Context: an optimization exercise on an open-source flow, tuned for small area. The choices shown serve that exercise and are no tape-out recipe.
Only simulation tests tie the RTL to the original design; equivalence was not proved.
Power is estimated from default activity; no workload was simulated.

==> flow/design.v <==
module wd1797_core (
    input  wire        clk,
    input  wire        rst,           
    input  wire [6:0]  init_track,    
    input  wire        tick,          
    input  wire        rd,
    input  wire        wr,
    input  wire [2:0]  addr,
    input  wire [7:0]  wdata,
    output reg  [7:0]  rdata,
    input  wire        ready_in,      
    output wire [6:0]  med_cyl,
    output wire        med_side,
    output wire [12:0] med_pos,
    input  wire [7:0]  med_byte,
    output wire        intrq,
    output wire        drq,
    output wire        busy,
    output wire        hld,
    output wire        hlt,
    output wire        index_pulse,
    output wire        tg43,
    output wire        dirc,
    output wire        track00
);
    localparam integer G_CYL         = 80;
    localparam integer G_SPT         = 9;
    localparam integer G_SLEN        = 512;
    localparam integer TRACK_LEN     = 7500;
    localparam integer INDEX_WIDTH   = 1;         
    localparam integer SETTLE_T      = 1125;      
    localparam integer E_DELAY_T     = 563;       
    localparam integer HLT_DELAY_T   = 2250;      
    localparam integer HLD_IDLE_T    = 112500;    
    localparam integer SEARCH_REVS   = 5;
    localparam integer DAM_WINDOW    = 43;
    localparam integer ZERO_RUN_MIN  = 6;
    localparam integer WRITE_GAP     = 22;
    localparam integer WRITE_MARK    = 16;
    localparam [3:0] C_NONE = 4'd0,  C_RESTORE = 4'd1, C_SEEK = 4'd2,  C_STEP = 4'd3,
                     C_STEPIN = 4'd4, C_STEPOUT = 4'd5, C_RSEC = 4'd6, C_WSEC = 4'd7,
                     C_RADDR = 4'd8, C_RTRK = 4'd9,    C_WTRK = 4'd10, C_FINT = 4'd11;
    localparam [4:0] P_IDLE      = 5'd0,
                     P_T1_STEP   = 5'd1,
                     P_T1_SETTLE = 5'd2,
                     P_T1_WAITHLT= 5'd3,
                     P_T1_VERIFY = 5'd4,
                     P_X_EDELAY  = 5'd5,
                     P_X_WAITHLT = 5'd6,
                     P_SEC_ID    = 5'd7,
                     P_RS_DAM    = 5'd8,
                     P_RS_DATA   = 5'd9,
                     P_RS_CRC    = 5'd10,
                     P_WS_GAP    = 5'd11,
                     P_WS_MARK   = 5'd12,
                     P_WS_DATA   = 5'd13,
                     P_WS_CRC    = 5'd14,
                     P_RA_SEARCH = 5'd15,
                     P_RA_XFER   = 5'd16,
                     P_RT_XFER   = 5'd17,
                     P_WT_XFER   = 5'd18;
    function [15:0] crc_step;
        input [15:0] c;
        input [7:0]  b;
        integer i;
        reg [15:0] x;
        begin
            x = c ^ {b, 8'h00};
            for (i = 0; i < 8; i = i + 1)
                x = x[15] ? ((x << 1) ^ 16'h1021) : (x << 1);
            crc_step = x;
        end
    endfunction
    function [15:0] crc_pre;
        input [7:0] mark;
        begin
            crc_pre = crc_step(crc_step(crc_step(crc_step(16'hFFFF, 8'hA1), 8'hA1), 8'hA1), mark);
        end
    endfunction
    reg [7:0]  tr_q, sr_q, dr_q;
    reg        side_q;
    reg        ready_q;
    reg        command_done_q;
    reg [4:0]  phase_q;
    reg [3:0]  cmd_name_q;
    reg        layout2_q;            
    reg [7:0]  cmd_q;                
    reg [3:0]  armed_q;
    reg        seek_err_q, crc_err_q, rnf_q, lost_q, rtype_q;
    reg        drq_q, intrq_q;
    reg        hld_q, hlt_q;
    reg [15:0] t_hlt_q;
    reg [21:0] t_idle_q;
    reg        dir_q;
    reg        tg43_q;
    reg [6:0]  cur_trk_q;
    reg        ip_q;
    reg [4:0]  t_ipw_q;
    reg [12:0] rot_ptr_q;
    reg [14:0] t_step_q;
    reg [14:0] t_settle_q;
    reg [13:0] t_edelay_q;
    reg [15:0] crc_q;
    reg [7:0]  zr_q;
    reg [1:0]  sc_q;
    reg        am_found_q;
    reg [2:0]  id_count_q;
    reg [7:0]  id_buf_q [0:5];
    reg [2:0]  index_count_q;
    reg [5:0]  dam_count_q;
    reg [12:0] xfer_q;
    reg [1:0]  crc_count_q;
    reg [7:0]  crc_buf0_q;
    reg [4:0]  wcount_q;
    reg [7:0]  tr_n, sr_n, dr_n;
    reg        side_n;
    reg        ready_n;
    reg        command_done_n;
    reg [4:0]  phase_n;
    reg [3:0]  cmd_name_n;
    reg        layout2_n;
    reg [7:0]  cmd_n;
    reg [3:0]  armed_n;
    reg        seek_err_n, crc_err_n, rnf_n, lost_n, rtype_n;
    reg        drq_n, intrq_n;
    reg        hld_n, hlt_n;
    reg [15:0] t_hlt_n;
    reg [21:0] t_idle_n;
    reg        dir_n;
    reg        tg43_n;
    reg [6:0]  cur_trk_n;
    reg        ip_n;
    reg [4:0]  t_ipw_n;
    reg [12:0] rot_ptr_n;
    reg [14:0] t_step_n;
    reg [14:0] t_settle_n;
    reg [13:0] t_edelay_n;
    reg [15:0] crc_n;
    reg [7:0]  zr_n;
    reg [1:0]  sc_n;
    reg        am_found_n;
    reg [2:0]  id_count_n;
    reg [7:0]  id_buf_n [0:5];
    reg [2:0]  index_count_n;
    reg [5:0]  dam_count_n;
    reg [12:0] xfer_n;
    reg [1:0]  crc_count_n;
    reg [7:0]  crc_buf0_n;
    reg [4:0]  wcount_n;
    wire [1:0] f_rate = cmd_q[1:0];
    wire       f_V    = cmd_q[2];
    wire       f_h    = cmd_q[3];
    wire       f_u    = cmd_q[4];
    wire       f_m    = cmd_q[4];
    wire       f_b    = cmd_q[3];
    wire       f_E    = cmd_q[2];
    wire       f_side    = cmd_q[1];
    wire       f_a0   = cmd_q[0];
    reg [14:0] step_limit;
    always @(*) begin
        case (f_rate)
            2'd0: step_limit = 15'd225;      
            2'd1: step_limit = 15'd450;      
            2'd2: step_limit = 15'd750;      
            default: step_limit = 15'd1125;  
        endcase
    end
    wire [7:0] status = layout2_q ?
        {~ready_q, 1'b0, rtype_q, rnf_q, crc_err_q, lost_q, drq_q, ~command_done_q} :
        {~ready_q, 1'b0, hld_q & hlt_q, seek_err_q, crc_err_q, cur_trk_q == 7'd0, ip_q, ~command_done_q};
    always @(*) begin
        case (addr)
            3'd0:    rdata = status;
            3'd1:    rdata = tr_q;
            3'd2:    rdata = sr_q;
            3'd3:    rdata = dr_q;
            default: rdata = 8'h00;
        endcase
    end
    wire [12:0] next_ptr = (rot_ptr_q == TRACK_LEN - 1) ? 13'd0 : rot_ptr_q + 13'd1;
    assign med_cyl     = cur_trk_q;
    assign med_side    = side_q;
    assign med_pos     = next_ptr;
    assign intrq       = intrq_q;
    assign drq         = drq_q;
    assign busy        = ~command_done_q;
    assign hld         = hld_q;
    assign hlt         = hlt_q;
    assign index_pulse = ip_q;
    assign tg43        = tg43_q;
    assign dirc        = dir_q;
    assign track00     = (cur_trk_q == 7'd0);
    reg        be, ie;
    reg [7:0]  b;
    reg [7:0]  v;
    reg        fired;
    reg        moved;           
    reg        det_zero, det_sync;
    reg        id_done, id_ok;
    reg        old_ready;
    reg [7:0]  take_v;
    reg [8:0]  sr_plus1;
    integer    k;
    always @(*) begin
        tr_n = tr_q; sr_n = sr_q; dr_n = dr_q;
        side_n = side_q; ready_n = ready_q;
        command_done_n = command_done_q; phase_n = phase_q;
        cmd_name_n = cmd_name_q; layout2_n = layout2_q; cmd_n = cmd_q;
        armed_n = armed_q;
        seek_err_n = seek_err_q; crc_err_n = crc_err_q; rnf_n = rnf_q;
        lost_n = lost_q; rtype_n = rtype_q;
        drq_n = drq_q; intrq_n = intrq_q;
        hld_n = hld_q; hlt_n = hlt_q; t_hlt_n = t_hlt_q; t_idle_n = t_idle_q;
        dir_n = dir_q; tg43_n = tg43_q; cur_trk_n = cur_trk_q;
        ip_n = ip_q; t_ipw_n = t_ipw_q; rot_ptr_n = rot_ptr_q;
        t_step_n = t_step_q; t_settle_n = t_settle_q; t_edelay_n = t_edelay_q;
        crc_n = crc_q; zr_n = zr_q; sc_n = sc_q; am_found_n = am_found_q;
        id_count_n = id_count_q;
        for (k = 0; k < 6; k = k + 1) id_buf_n[k] = id_buf_q[k];
        index_count_n = index_count_q; dam_count_n = dam_count_q;
        xfer_n = xfer_q; crc_count_n = crc_count_q; crc_buf0_n = crc_buf0_q;
        wcount_n = wcount_q;
        be = 1'b0; ie = 1'b0; b = med_byte; v = wdata;
        fired = 1'b0; moved = 1'b0;
        det_zero = 1'b0; det_sync = 1'b0;
        id_done = 1'b0; id_ok = 1'b0;
        old_ready = ready_q; take_v = 8'h00; sr_plus1 = 9'd0;
        if (wr) begin
            case (addr)
                3'd0: begin
                    if (v[7:4] == 4'hD) begin
                        intrq_n = 1'b0;
                        armed_n = v[3:0];
                        if (!command_done_q) begin
                            if (v[3:0] == 4'h0 || v[3]) begin
                                command_done_n = 1'b1;
                                phase_n = P_IDLE;
                                drq_n = 1'b0;
                            end
                        end else begin
                            cmd_name_n = C_FINT;
                            layout2_n = 1'b0;
                            drq_n = 1'b0;
                        end
                        if (v[3]) intrq_n = 1'b1;
                    end else if (command_done_q) begin
                        intrq_n = 1'b0;
                        drq_n = 1'b0;
                        seek_err_n = 1'b0; crc_err_n = 1'b0; rnf_n = 1'b0;
                        lost_n = 1'b0; rtype_n = 1'b0;
                        cmd_n = v;
                        if (!v[7]) begin
                            layout2_n = 1'b0;
                            if (v[6:4] == 3'b000)      cmd_name_n = C_RESTORE;
                            else if (v[6:4] == 3'b001) cmd_name_n = C_SEEK;
                            else if (v[6:5] == 2'b01)  cmd_name_n = C_STEP;
                            else if (v[6:5] == 2'b10)  cmd_name_n = C_STEPIN;
                            else                       cmd_name_n = C_STEPOUT;
                        end else begin
                            layout2_n = 1'b1;
                            if (v[6:5] == 2'b00)       cmd_name_n = C_RSEC;
                            else if (v[6:5] == 2'b01)  cmd_name_n = C_WSEC;
                            else if (v[5:4] == 2'b00)  cmd_name_n = C_RADDR;
                            else if (v[5:4] == 2'b10)  cmd_name_n = C_RTRK;
                            else                       cmd_name_n = C_WTRK;
                        end
                        if (v[7] && !ready_q) begin
                            intrq_n = 1'b1;
                        end else begin
                            command_done_n = 1'b0;
                            if (!v[7]) begin
                                if (v[3]) begin
                                    if (!hld_q) begin
                                        hld_n = 1'b1; hlt_n = 1'b0; t_hlt_n = 16'd0;
                                    end
                                end else begin
                                    hld_n = 1'b0;
                                end
                                if (v[6:4] == 3'b000) dir_n = 1'b0;
                                else if (v[6:4] == 3'b001) begin
                                    if (dr_q > tr_q) dir_n = 1'b1;
                                    else if (dr_q < tr_q) dir_n = 1'b0;
                                end
                                else if (v[6:5] == 2'b10) dir_n = 1'b1;
                                else if (v[6:5] == 2'b11) dir_n = 1'b0;
                                t_step_n = 15'd0;
                                phase_n = P_T1_STEP;
                            end else begin
                                side_n = v[1];
                                if (!hld_q) begin
                                    hld_n = 1'b1; hlt_n = 1'b0; t_hlt_n = 16'd0;
                                end
                                t_edelay_n = 14'd0;
                                phase_n = v[2] ? P_X_EDELAY : P_X_WAITHLT;
                            end
                        end
                    end
                end
                3'd1: tr_n = v;
                3'd2: sr_n = v;
                3'd3: begin
                    dr_n = v;
                    if (drq_q && (cmd_name_q == C_WSEC || cmd_name_q == C_WTRK)) drq_n = 1'b0;
                end
                3'd4: side_n = v[0];
                default: ;
            endcase
        end else if (rd) begin
            if (addr == 3'd0) intrq_n = 1'b0;
            if (addr == 3'd3 && drq_q &&
                (cmd_name_q == C_RSEC || cmd_name_q == C_RADDR || cmd_name_q == C_RTRK))
                drq_n = 1'b0;
        end else if (ready_in != ready_q) begin
            ready_n = ready_in;
            if ((!old_ready && ready_in && armed_q[0]) || (old_ready && !ready_in && armed_q[1])) begin
                intrq_n = 1'b1;
                if (!command_done_q) begin
                    command_done_n = 1'b1;
                    phase_n = P_IDLE;
                    drq_n = 1'b0;
                end
            end
        end else if (tick) begin
            if (ip_q) begin
                if (t_ipw_q + 5'd1 >= INDEX_WIDTH) begin
                    ip_n = 1'b0;
                    t_ipw_n = 5'd0;
                end else begin
                    t_ipw_n = t_ipw_q + 5'd1;
                end
            end
            rot_ptr_n = next_ptr;
            be = 1'b1;
            if (next_ptr == 13'd0) begin
                ip_n = 1'b1;
                t_ipw_n = 5'd0;
                ie = 1'b1;
            end
            if (hld_q && !hlt_q) begin
                if (t_hlt_q + 16'd1 >= HLT_DELAY_T) begin
                    hlt_n = 1'b1;
                    t_hlt_n = 16'd0;
                end else begin
                    t_hlt_n = t_hlt_q + 16'd1;
                end
            end
            tg43_n = (tr_q > 8'd43);
            fired = ie && armed_q[2];
            if (fired) begin
                intrq_n = 1'b1;
                if (!command_done_q) begin
                    command_done_n = 1'b1;
                    phase_n = P_IDLE;
                    drq_n = 1'b0;
                end
            end else if (!command_done_q) begin
                det_zero = (b == 8'h00);
                det_sync = (b == 8'hA1) && (zr_q >= ZERO_RUN_MIN) && (sc_q < 2'd3);
                case (phase_q)
                    P_T1_STEP: begin
                        case (cmd_name_q)
                            C_RESTORE: begin
                                if (cur_trk_q != 7'd0) begin
                                    if (t_step_q + 15'd1 >= step_limit) begin
                                        t_step_n = 15'd0;
                                        cur_trk_n = cur_trk_q - 7'd1;
                                    end else begin
                                        t_step_n = t_step_q + 15'd1;
                                    end
                                end
                                if (cur_trk_n == 7'd0) begin
                                    tr_n = 8'd0;
                                    moved = 1'b1;
                                end
                            end
                            C_SEEK: begin
                                if (tr_q != dr_q) begin
                                    if (t_step_q + 15'd1 >= step_limit) begin
                                        t_step_n = 15'd0;
                                        if (dr_q > tr_q) begin
                                            dir_n = 1'b1;
                                            tr_n = tr_q + 8'd1;
                                            if (cur_trk_q < G_CYL - 1) cur_trk_n = cur_trk_q + 7'd1;
                                        end else begin
                                            dir_n = 1'b0;
                                            tr_n = tr_q - 8'd1;
                                            if (cur_trk_q > 7'd0) cur_trk_n = cur_trk_q - 7'd1;
                                        end
                                    end else begin
                                        t_step_n = t_step_q + 15'd1;
                                    end
                                end
                                if (tr_n == dr_q) moved = 1'b1;
                            end
                            default: begin
                                if (t_step_q + 15'd1 >= step_limit) begin
                                    t_step_n = 15'd0;
                                    if (!((!dir_q && cur_trk_q == 7'd0) ||
                                          (dir_q && cur_trk_q == G_CYL - 1))) begin
                                        if (dir_q) cur_trk_n = cur_trk_q + 7'd1;
                                        else       cur_trk_n = cur_trk_q - 7'd1;
                                        if (f_u) tr_n = dir_q ? tr_q + 8'd1 : tr_q - 8'd1;
                                    end
                                    moved = 1'b1;
                                end else begin
                                    t_step_n = t_step_q + 15'd1;
                                end
                            end
                        endcase
                        if (moved) begin
                            if (f_V) begin
                                if (!hld_n) begin
                                    hld_n = 1'b1; hlt_n = 1'b0; t_hlt_n = 16'd0;
                                end
                                t_settle_n = 15'd0;
                                phase_n = P_T1_SETTLE;
                            end else begin
                                command_done_n = 1'b1; phase_n = P_IDLE;
                                intrq_n = 1'b1; t_idle_n = 22'd0;
                            end
                        end
                    end
                    P_T1_SETTLE: begin
                        if (t_settle_q + 15'd1 >= SETTLE_T) begin
                            t_settle_n = 15'd0;
                            phase_n = P_T1_WAITHLT;
                        end else begin
                            t_settle_n = t_settle_q + 15'd1;
                        end
                    end
                    P_T1_WAITHLT: begin
                        if (hlt_n) begin
                            zr_n = 8'd0; sc_n = 2'd0; am_found_n = 1'b0;
                            id_count_n = 3'd0; index_count_n = 3'd0;
                            phase_n = P_T1_VERIFY;
                        end
                    end
                    P_T1_VERIFY, P_SEC_ID: begin
                        if (be) begin
                            if (!am_found_q) begin
                                if (det_zero) begin
                                    zr_n = (zr_q == 8'hFF) ? zr_q : zr_q + 8'd1;
                                    sc_n = 2'd0;
                                end else if (det_sync) begin
                                    sc_n = sc_q + 2'd1;
                                end else begin
                                    zr_n = 8'd0; sc_n = 2'd0;
                                    if (b == 8'hFE && sc_q == 2'd3) begin
                                        am_found_n = 1'b1;
                                        id_count_n = 3'd0;
                                        crc_n = crc_pre(8'hFE);
                                    end
                                end
                            end else begin
                                id_buf_n[id_count_q] = b;
                                id_count_n = id_count_q + 3'd1;
                                if (id_count_q < 3'd4) crc_n = crc_step(crc_q, b);
                                if (id_count_q == 3'd5) begin
                                    am_found_n = 1'b0;
                                    id_done = 1'b1;
                                    id_ok = (crc_q == {id_buf_q[4], b});
                                end
                            end
                            if (phase_q == P_T1_VERIFY) begin
                                if (id_done && id_buf_q[0] == tr_q) begin
                                    if (id_ok) begin
                                        command_done_n = 1'b1; phase_n = P_IDLE;
                                        intrq_n = 1'b1; t_idle_n = 22'd0;
                                        moved = 1'b1;
                                    end else begin
                                        crc_err_n = 1'b1;
                                    end
                                end
                            end else begin
                                if (id_done && id_buf_q[0] == tr_q && id_buf_q[1] == {7'd0, side_q} &&
                                    id_buf_q[2] == sr_q &&
                                    (f_b ? (id_buf_q[3][1:0] == 2'd2) : (id_buf_q[3][1:0] == 2'd1))) begin
                                    if (id_ok) begin
                                        if (cmd_name_q == C_RSEC) begin
                                            dam_count_n = 6'd0;
                                            zr_n = 8'd0; sc_n = 2'd0;
                                            phase_n = P_RS_DAM;
                                        end else begin
                                            wcount_n = 5'd0;
                                            drq_n = 1'b1;
                                            phase_n = P_WS_GAP;
                                        end
                                        moved = 1'b1;
                                    end else begin
                                        crc_err_n = 1'b1;
                                    end
                                end
                            end
                        end
                    end
                    P_RS_DAM: begin
                        if (be) begin
                            dam_count_n = dam_count_q + 6'd1;
                            if (det_zero) begin
                                zr_n = (zr_q == 8'hFF) ? zr_q : zr_q + 8'd1;
                                sc_n = 2'd0;
                            end else if (det_sync) begin
                                sc_n = sc_q + 2'd1;
                            end else begin
                                zr_n = 8'd0; sc_n = 2'd0;
                            end
                            if (!det_zero && !det_sync && sc_q == 2'd3 &&
                                (b == 8'hFB || b == 8'hF8)) begin
                                rtype_n = (b == 8'hF8);
                                crc_n = (b == 8'hF8) ? crc_pre(8'hF8) : crc_pre(8'hFB);
                                xfer_n = 13'd0;
                                phase_n = P_RS_DATA;
                                moved = 1'b1;
                            end else if (dam_count_q + 6'd1 >= DAM_WINDOW) begin
                                am_found_n = 1'b0;
                                zr_n = 8'd0; sc_n = 2'd0;
                                phase_n = P_SEC_ID;
                                moved = 1'b1;
                            end
                        end
                    end
                    P_RS_DATA: begin
                        if (be) begin
                            if (drq_q) lost_n = 1'b1;
                            dr_n = b;
                            drq_n = 1'b1;
                            crc_n = crc_step(crc_q, b);
                            xfer_n = xfer_q + 13'd1;
                            if (xfer_q + 13'd1 == G_SLEN) begin
                                crc_count_n = 2'd0;
                                phase_n = P_RS_CRC;
                            end
                        end
                    end
                    P_RS_CRC: begin
                        if (be) begin
                            crc_count_n = crc_count_q + 2'd1;
                            if (crc_count_q == 2'd0) begin
                                crc_buf0_n = b;
                            end else begin
                                if (crc_q != {crc_buf0_q, b}) begin
                                    crc_err_n = 1'b1;
                                    command_done_n = 1'b1; phase_n = P_IDLE;
                                    intrq_n = 1'b1; t_idle_n = 22'd0;
                                end else begin
                                    sr_plus1 = {1'b0, sr_q} + 9'd1;
                                    if (f_m && sr_plus1 <= G_SPT) begin
                                        sr_n = sr_q + 8'd1;
                                        zr_n = 8'd0; sc_n = 2'd0; am_found_n = 1'b0;
                                        id_count_n = 3'd0; index_count_n = 3'd0;
                                        phase_n = P_SEC_ID;
                                    end else begin
                                        command_done_n = 1'b1; phase_n = P_IDLE;
                                        intrq_n = 1'b1; t_idle_n = 22'd0;
                                    end
                                end
                            end
                        end
                    end
                    P_WS_GAP: begin
                        if (be) begin
                            wcount_n = wcount_q + 5'd1;
                            if (wcount_q + 5'd1 == WRITE_GAP) begin
                                if (drq_q) begin
                                    lost_n = 1'b1;
                                    drq_n = 1'b0;
                                    command_done_n = 1'b1; phase_n = P_IDLE;
                                    intrq_n = 1'b1; t_idle_n = 22'd0;
                                end else begin
                                    wcount_n = 5'd0;
                                    phase_n = P_WS_MARK;
                                end
                            end
                        end
                    end
                    P_WS_MARK: begin
                        if (be) begin
                            wcount_n = wcount_q + 5'd1;
                            if (wcount_q + 5'd1 == WRITE_MARK) begin
                                crc_n = f_a0 ? crc_pre(8'hF8) : crc_pre(8'hFB);
                                xfer_n = 13'd0;
                                phase_n = P_WS_DATA;
                            end
                        end
                    end
                    P_WS_DATA: begin
                        if (be) begin
                            if (drq_q) begin
                                lost_n = 1'b1;
                                take_v = 8'h00;
                            end else begin
                                take_v = dr_q;
                            end
                            crc_n = crc_step(crc_q, take_v);
                            xfer_n = xfer_q + 13'd1;
                            if (xfer_q + 13'd1 < G_SLEN) begin
                                drq_n = 1'b1;
                            end else begin
                                drq_n = 1'b0;
                                crc_count_n = 2'd0;
                                phase_n = P_WS_CRC;
                            end
                        end
                    end
                    P_WS_CRC: begin
                        if (be) begin
                            crc_count_n = crc_count_q + 2'd1;
                            if (crc_count_q == 2'd1) begin
                                sr_plus1 = {1'b0, sr_q} + 9'd1;
                                if (f_m && sr_plus1 <= G_SPT) begin
                                    sr_n = sr_q + 8'd1;
                                    zr_n = 8'd0; sc_n = 2'd0; am_found_n = 1'b0;
                                    id_count_n = 3'd0; index_count_n = 3'd0;
                                    phase_n = P_SEC_ID;
                                end else begin
                                    command_done_n = 1'b1; phase_n = P_IDLE;
                                    intrq_n = 1'b1; t_idle_n = 22'd0;
                                end
                            end
                        end
                    end
                    P_X_EDELAY: begin
                        if (t_edelay_q + 14'd1 >= E_DELAY_T) begin
                            t_edelay_n = 14'd0;
                            phase_n = P_X_WAITHLT;
                        end else begin
                            t_edelay_n = t_edelay_q + 14'd1;
                        end
                    end
                    P_X_WAITHLT: begin
                        if (hlt_n) begin
                            case (cmd_name_q)
                                C_RSEC, C_WSEC: begin
                                    zr_n = 8'd0; sc_n = 2'd0; am_found_n = 1'b0;
                                    id_count_n = 3'd0; index_count_n = 3'd0;
                                    phase_n = P_SEC_ID;
                                end
                                C_RADDR: begin
                                    zr_n = 8'd0; sc_n = 2'd0; am_found_n = 1'b0;
                                    id_count_n = 3'd0; index_count_n = 3'd0;
                                    phase_n = P_RA_SEARCH;
                                end
                                C_RTRK: begin
                                    xfer_n = 13'd0;
                                    phase_n = P_RT_XFER;
                                end
                                default: begin
                                    xfer_n = 13'd0;
                                    drq_n = 1'b1;
                                    phase_n = P_WT_XFER;
                                end
                            endcase
                        end
                    end
                    P_RA_SEARCH: begin
                        if (be) begin
                            if (det_zero) begin
                                zr_n = (zr_q == 8'hFF) ? zr_q : zr_q + 8'd1;
                                sc_n = 2'd0;
                            end else if (det_sync) begin
                                sc_n = sc_q + 2'd1;
                            end else begin
                                zr_n = 8'd0; sc_n = 2'd0;
                                if (b == 8'hFE && sc_q == 2'd3) begin
                                    crc_n = crc_pre(8'hFE);
                                    xfer_n = 13'd0;
                                    phase_n = P_RA_XFER;
                                    moved = 1'b1;
                                end
                            end
                        end
                    end
                    P_RA_XFER: begin
                        if (be) begin
                            if (drq_q) lost_n = 1'b1;
                            dr_n = b;
                            drq_n = 1'b1;
                            id_buf_n[xfer_q[2:0]] = b;
                            xfer_n = xfer_q + 13'd1;
                            if (xfer_q < 13'd4) crc_n = crc_step(crc_q, b);
                            if (xfer_q == 13'd5) begin
                                if (crc_q != {id_buf_q[4], b}) crc_err_n = 1'b1;
                                sr_n = id_buf_q[0];
                                command_done_n = 1'b1; phase_n = P_IDLE;
                                intrq_n = 1'b1; t_idle_n = 22'd0;
                            end
                        end
                    end
                    P_RT_XFER: begin
                        if (be) begin
                            if (drq_q) lost_n = 1'b1;
                            dr_n = b;
                            drq_n = 1'b1;
                            xfer_n = xfer_q + 13'd1;
                            if (xfer_q + 13'd1 == TRACK_LEN) begin
                                command_done_n = 1'b1; phase_n = P_IDLE;
                                intrq_n = 1'b1; t_idle_n = 22'd0;
                            end
                        end
                    end
                    P_WT_XFER: begin
                        if (be) begin
                            if (xfer_q == 13'd0 && drq_q) begin
                                lost_n = 1'b1;
                                drq_n = 1'b0;
                                command_done_n = 1'b1; phase_n = P_IDLE;
                                intrq_n = 1'b1; t_idle_n = 22'd0;
                            end else begin
                                if (drq_q) lost_n = 1'b1;
                                xfer_n = xfer_q + 13'd1;
                                if (xfer_q + 13'd1 < TRACK_LEN) begin
                                    drq_n = 1'b1;
                                end else begin
                                    drq_n = 1'b0;
                                    command_done_n = 1'b1; phase_n = P_IDLE;
                                    intrq_n = 1'b1; t_idle_n = 22'd0;
                                end
                            end
                        end
                    end
                    default: ;
                endcase
                if ((phase_q == P_T1_VERIFY || phase_q == P_SEC_ID ||
                     phase_q == P_RS_DAM || phase_q == P_RA_SEARCH) && !moved && ie) begin
                    index_count_n = index_count_q + 3'd1;
                    if (index_count_q + 3'd1 >= SEARCH_REVS) begin
                        if (phase_q == P_T1_VERIFY) seek_err_n = 1'b1;
                        else                        rnf_n = 1'b1;
                        command_done_n = 1'b1; phase_n = P_IDLE;
                        intrq_n = 1'b1; t_idle_n = 22'd0;
                    end
                end
            end
            if (!command_done_n) begin
                t_idle_n = 22'd0;
            end else if (hld_n) begin
                if (t_idle_n + 22'd1 >= HLD_IDLE_T) begin
                    hld_n = 1'b0;
                    t_idle_n = 22'd0;
                end else begin
                    t_idle_n = t_idle_n + 22'd1;
                end
            end
        end
    end
    always @(posedge clk) begin
        if (rst) begin
            tr_q <= 8'd0; sr_q <= 8'd0; dr_q <= 8'd0;
            side_q <= 1'b0;
            ready_q <= ready_in;
            command_done_q <= 1'b1;
            phase_q <= P_IDLE;
            cmd_name_q <= C_NONE;
            layout2_q <= 1'b0;
            cmd_q <= 8'd0;
            armed_q <= 4'd0;
            seek_err_q <= 1'b0; crc_err_q <= 1'b0; rnf_q <= 1'b0;
            lost_q <= 1'b0; rtype_q <= 1'b0;
            drq_q <= 1'b0; intrq_q <= 1'b0;
            hld_q <= 1'b0; hlt_q <= 1'b0; t_hlt_q <= 16'd0; t_idle_q <= 22'd0;
            dir_q <= 1'b0; tg43_q <= 1'b0;
            cur_trk_q <= init_track;
            ip_q <= 1'b0; t_ipw_q <= 5'd0;
            rot_ptr_q <= 13'd0;
            t_step_q <= 15'd0; t_settle_q <= 15'd0; t_edelay_q <= 14'd0;
            crc_q <= 16'd0; zr_q <= 8'd0; sc_q <= 2'd0; am_found_q <= 1'b0;
            id_count_q <= 3'd0;
            for (k = 0; k < 6; k = k + 1) id_buf_q[k] <= 8'd0;
            index_count_q <= 3'd0; dam_count_q <= 6'd0;
            xfer_q <= 13'd0; crc_count_q <= 2'd0; crc_buf0_q <= 8'd0;
            wcount_q <= 5'd0;
        end else begin
            tr_q <= tr_n; sr_q <= sr_n; dr_q <= dr_n;
            side_q <= side_n;
            ready_q <= ready_n;
            command_done_q <= command_done_n;
            phase_q <= phase_n;
            cmd_name_q <= cmd_name_n;
            layout2_q <= layout2_n;
            cmd_q <= cmd_n;
            armed_q <= armed_n;
            seek_err_q <= seek_err_n; crc_err_q <= crc_err_n; rnf_q <= rnf_n;
            lost_q <= lost_n; rtype_q <= rtype_n;
            drq_q <= drq_n; intrq_q <= intrq_n;
            hld_q <= hld_n; hlt_q <= hlt_n; t_hlt_q <= t_hlt_n; t_idle_q <= t_idle_n;
            dir_q <= dir_n; tg43_q <= tg43_n;
            cur_trk_q <= cur_trk_n;
            ip_q <= ip_n; t_ipw_q <= t_ipw_n;
            rot_ptr_q <= rot_ptr_n;
            t_step_q <= t_step_n; t_settle_q <= t_settle_n; t_edelay_q <= t_edelay_n;
            crc_q <= crc_n; zr_q <= zr_n; sc_q <= sc_n; am_found_q <= am_found_n;
            id_count_q <= id_count_n;
            for (k = 0; k < 6; k = k + 1) id_buf_q[k] <= id_buf_n[k];
            index_count_q <= index_count_n; dam_count_q <= dam_count_n;
            xfer_q <= xfer_n; crc_count_q <= crc_count_n; crc_buf0_q <= crc_buf0_n;
            wcount_q <= wcount_n;
        end
    end
endmodule
==> flow/run.sh <==
#!/bin/bash
# synth_recipe.tcl (not shown) runs the flow's synth.tcl, then flattens the netlist and writes it again
# the make line also repeats each setting of config.mk as NAME=value (left out here)
make -C /OpenROAD-flow-scripts/flow DESIGN_CONFIG=/design/flow/config.mk WORK_HOME=/design/flow/orfs CLKGATE_MAP_FILE= SYNTH_SCRIPT=/design/flow/synth_recipe.tcl finish
==> flow/config.mk <==
export PLATFORM = sky130hd
export DESIGN_NAME = wd1797_core
export DESIGN_NICKNAME = wd1797_core
export VERILOG_FILES = /design/flow/design.v
export SDC_FILE = /design/flow/constraint.sdc
export NUM_CORES = 4
export LEC_CHECK = 0
export CAP_MARGIN = 20
export CORE_MARGIN = 2
export CORE_UTILIZATION = 40
export SLEW_MARGIN = 20
==> flow/constraint.sdc <==
create_clock -name core_clock -period 10.0 [get_ports {clk}]
set_input_delay 2.0000 -clock core_clock [delete_from_list [all_inputs] [get_ports {clk}]]
set_output_delay 2.0000 -clock core_clock [all_outputs]
set_load 0.01 [all_outputs]
==> metrics.cfg <==
[clocking]
cts_tree=yes
insertion_delay_ns=0.56
cts.clk_slew.worst_paths_ns=0.05
numCtsBuffers=35
cts_resized=0
clock_sinks=265
cts_setup_buffers=0
cts.htree.levels=2
cts.path.max_buffers=3
cts-root-buf=clkbuf_16
cts_hold_buf=0

[cells_and_area]
area_growth_pct=11.1
final_cell_area_um2=22400
multi_input_area_um2=13800
mostFrequentLayoutCell=nor2_1
final_core_util_pct=44.9
nFillCells=5137
register_area_um2=5390
fin_cells=3384
drive_gt1_share_pct=6.42
nets=2784
final_cell_mix=nor2_1 (317), nand2_1 (268), dfxtp_1 (257)

[logic_synthesis]
synth_flop_cell=dfxtp_1
synth.yosys.seq_area_share_pct=26.7
synth_top_family_by_area=simple AND/OR/NAND/NOR gates
yosys.cell_types.count=104
synth.area.mux_share_pct=4.51
synth_cells=2734
ys.warnings.count=3
async_reset_ff_share_pct=0
syn_nets=2829
synth_edf_count=8
yosys.area_share.simple_pct=29.3
synth_xor_area_share_pct=6.24
synth-seq-cells=265
syn_avg_cell_area_um2=7.39
synthAdderAreaFrac_pct=3.95
syn_area_um2=20200
synth-compound-area-share_pct=24.3

[detailed_routing]
viasPerCell=6.07
top_layer_used=met4
drc=0
via_count=20537
drt_iter0_markers=1750
drt-pass1-iter-count=8
wl_met2_mm=30.3
ant_nets=0
drt_wl_total_mm=67.5
wl_per_cell_um=20.0
wl_met1_mm=30.4
wl_met3_mm=4.22

[place]
dpl_cell_area_um2=21300
dp_worst_setup_slack_ns=0.889
gp_congestion=0.993
io_buffers=69
dp_cells=3323
hpwl_mm=49.0

[grt]
grt_first_pass_wirelength_mm=107
grt_usage_pct=25.1
antenna_found_initial=1
grt_max_degree=94
grt_overflow=0
grt_pass1_vias=18965

[floorplan]
io_pins=70
start_util_pct=40.4
die_y_um=229
die_area_um2=52300
die_x_um=229
num_rows=82
core-area_um2=50000

[timing]
worst_slack_ns=1.24
finClkSkew_ns=0.0185
slew_headroom_pct=22.6
setup_viol=0
hold_violations=0
finalSetupTns_ns=0
finalCriticalPeriod_ns=8.76
rsz0062_at_grt=false
timing.final.max_slew_violations=0
clock.fmax_mhz=114
fin_crit_sh_pct=87.6
worstMarginPinSlew_ns=1.16

[critical_path]
cp_data_arrival_time_ns=9.23
cp-start-kind=input port
end_kind=flop
crit_type=in2reg
crit_required_ns=10.47
cp_max_fo=18

[power_and_ir_drop]
pwr_density_cell_nw_per_um2=117
p_leak_uw=0.00754
irDropWorstVdd_v=0.000115

[hold_path]
hold_path.class=reg2reg

[run_status]
run_status=timing/DRC/antenna clean

[job]
drv_cap=0

-- per-stage QoR --
stage / power [uW] / hold WS (ns)
after detailed placement: 1380 / 0.445
after global routing: 2720 / 0.473
after global placement: 1380 / 0.442
final: 2610 / 0.455
after CTS: 2640 / 0.455
after floorplan: 1290 / 0.430
-- routing by layer --
metal  GRT usage (%)  up-vias
li1                -     9889
met1            34.1     9773
met2            39.4      732
met3            3.83      143
met4            10.6        0
met5               0        -
-- power by group --
part	total, uW	switching (uW)	internal, uW
clock	1250	500	749
sequential	1090	21.4	1070
combinational	274	179	94.6
total	2610	701	1910
-- state kept, by name, indices dropped and copies added, names as in the netlist, 7 cells and up --
| register | cells |
|---|---|
| tr_q | 8 |
| zr_q | 8 |
| xfer_q | 13 |
| t_hlt_q | 16 |
| sr_q | 8 |
| t_settle_q | 15 |
| crc_q | 16 |
| dr_q | 8 |
| cur_trk_q | 7 |
| t_edelay_q | 14 |
| crc_buf0_q | 8 |
| t_idle_q | 22 |
| t_step_q | 15 |
| id_buf_q | 34 |
| rot_ptr_q | 13 |
-- path summary, 6_finish.rpt --
| path | start | to | slack, ns | depth (start not counted) |
|---|---|---|---|---|
| setup / recovery | med_byte[2] | t_idle_q[15] | 1.24 | 23 |
| hold / removal | rtype_q | rtype_q | 0.45 | 2 |
| setup reg to reg | t_step_q[0] | t_idle_q[15] | 1.57 | 29 |
| hold reg to reg | rtype_q | rtype_q | 0.45 | 2 |
-- worst max-delay path: stages --
cell	delay, ns
clkdlybuf4s50_1	0.89
xnor2_1	0.19
nand4_1	0.14
nor4_1	0.72
a21oi_1	0.20
nor3_1	0.38
and4b_1	0.24
a22oi_1	0.43
o21bai_1	0.42
and2_1	0.23
ha_1	0.23
and3_1	0.23
and2_1	0.23
nand4_1	0.22
nor3_1	0.28
and4_1	0.25
o211ai_1	0.09
a21oi_1	0.20
o21ai_0	0.12
nor3b_1	0.19
nor4_4	0.86
a21oi_1	0.24
nor3_1	0.24
-- cell type report --
cell class | count | area share [%]
inverter | 80 | 1.34
antenna | 2 | 0.0223
sequential | 265 | 24.0
timing repair buffer | 104 | 4.25
clock buffer | 47 | 4.61
multi-input combinational | 2203 | 61.6
clock inverter | 11 | 0.435
tap | 672 | 3.75
-- cell usage after synthesis, types with 8 or more instances --
master / count / area, um2
nor2_1: 317 / 1190
nand2_1: 268 / 1010
dfxtp_1: 257 / 5140
a21oi_1: 232 / 1160
clkbuf_1: 161 / 604
o21ai_0: 150 / 751
nand3_1: 105 / 526
xnor2_1: 104 / 911
inv_1: 80 / 300
nor3_1: 75 / 375
mux2i_1: 73 / 731
ha_1: 63 / 788
and2_1: 50 / 313
nand4_1: 45 / 282
a311oi_1: 40 / 350
xor2_1: 40 / 350
or3_1: 38 / 238
a31oi_1: 37 / 231
and3_1: 37 / 231
o211ai_1: 36 / 270
a211oi_1: 34 / 255
nand2b_1: 33 / 206
nor2b_1: 30 / 188
a22oi_1: 26 / 195
nor4_1: 24 / 150
o22ai_1: 21 / 131
nor3b_1: 20 / 150
nand3b_1: 15 / 113
o221ai_1: 14 / 123
a21o_1: 13 / 97.6
and4_1: 13 / 114
buf_1: 13 / 48.8
or4_1: 13 / 97.6
nor4b_1: 12 / 105
or2_2: 12 / 75.1
o21a_1: 11 / 82.6
buf_2: 10 / 50.1
mux2_2: 10 / 113
o31ai_1: 10 / 75.1
nand4b_1: 9 / 78.8
o2111ai_1: 9 / 78.8
a41oi_1: 8 / 70.1
edfxtp_1: 8 / 240
-- cells by family after synthesis --
family | after synthesis
buf+inv | 266
simple gates | 1158
mux | 86
compound gates | 751
fa+ha+maj | 64
xor+xnor | 144
flops | 265

[port drivers added, routing unchanged]
No port has a modelled driver above. Below, the same layout with a new extraction and two added sets of constraints. Step 1 sets driving cells, clkbuf_16 on the clock port and buf_2 on the other inputs (assumed; they add their load-dependent delay and slew). Step 2 also shifts input and output timing later by t, the mid clock arrival at the registers, as if the neighbouring blocks saw the same clock. a / b / c = ideal / step 1 / step 2; a / b = the first two.
shift t [ns]: 0.603
setup WS [ns]: 1.239 / 1.271 / 0.668
hold slack, ns: 0.455 / 0.455 / 0.455
slew at the worst register clock pin (ns): 0.07 / 0.07
worst data-port slew with drivers (ns): 0.10
After both steps this run still meets setup and hold. For this run, drivers alone change the setup slack by +0.032 ns; drivers and shift together by -0.571 ns.
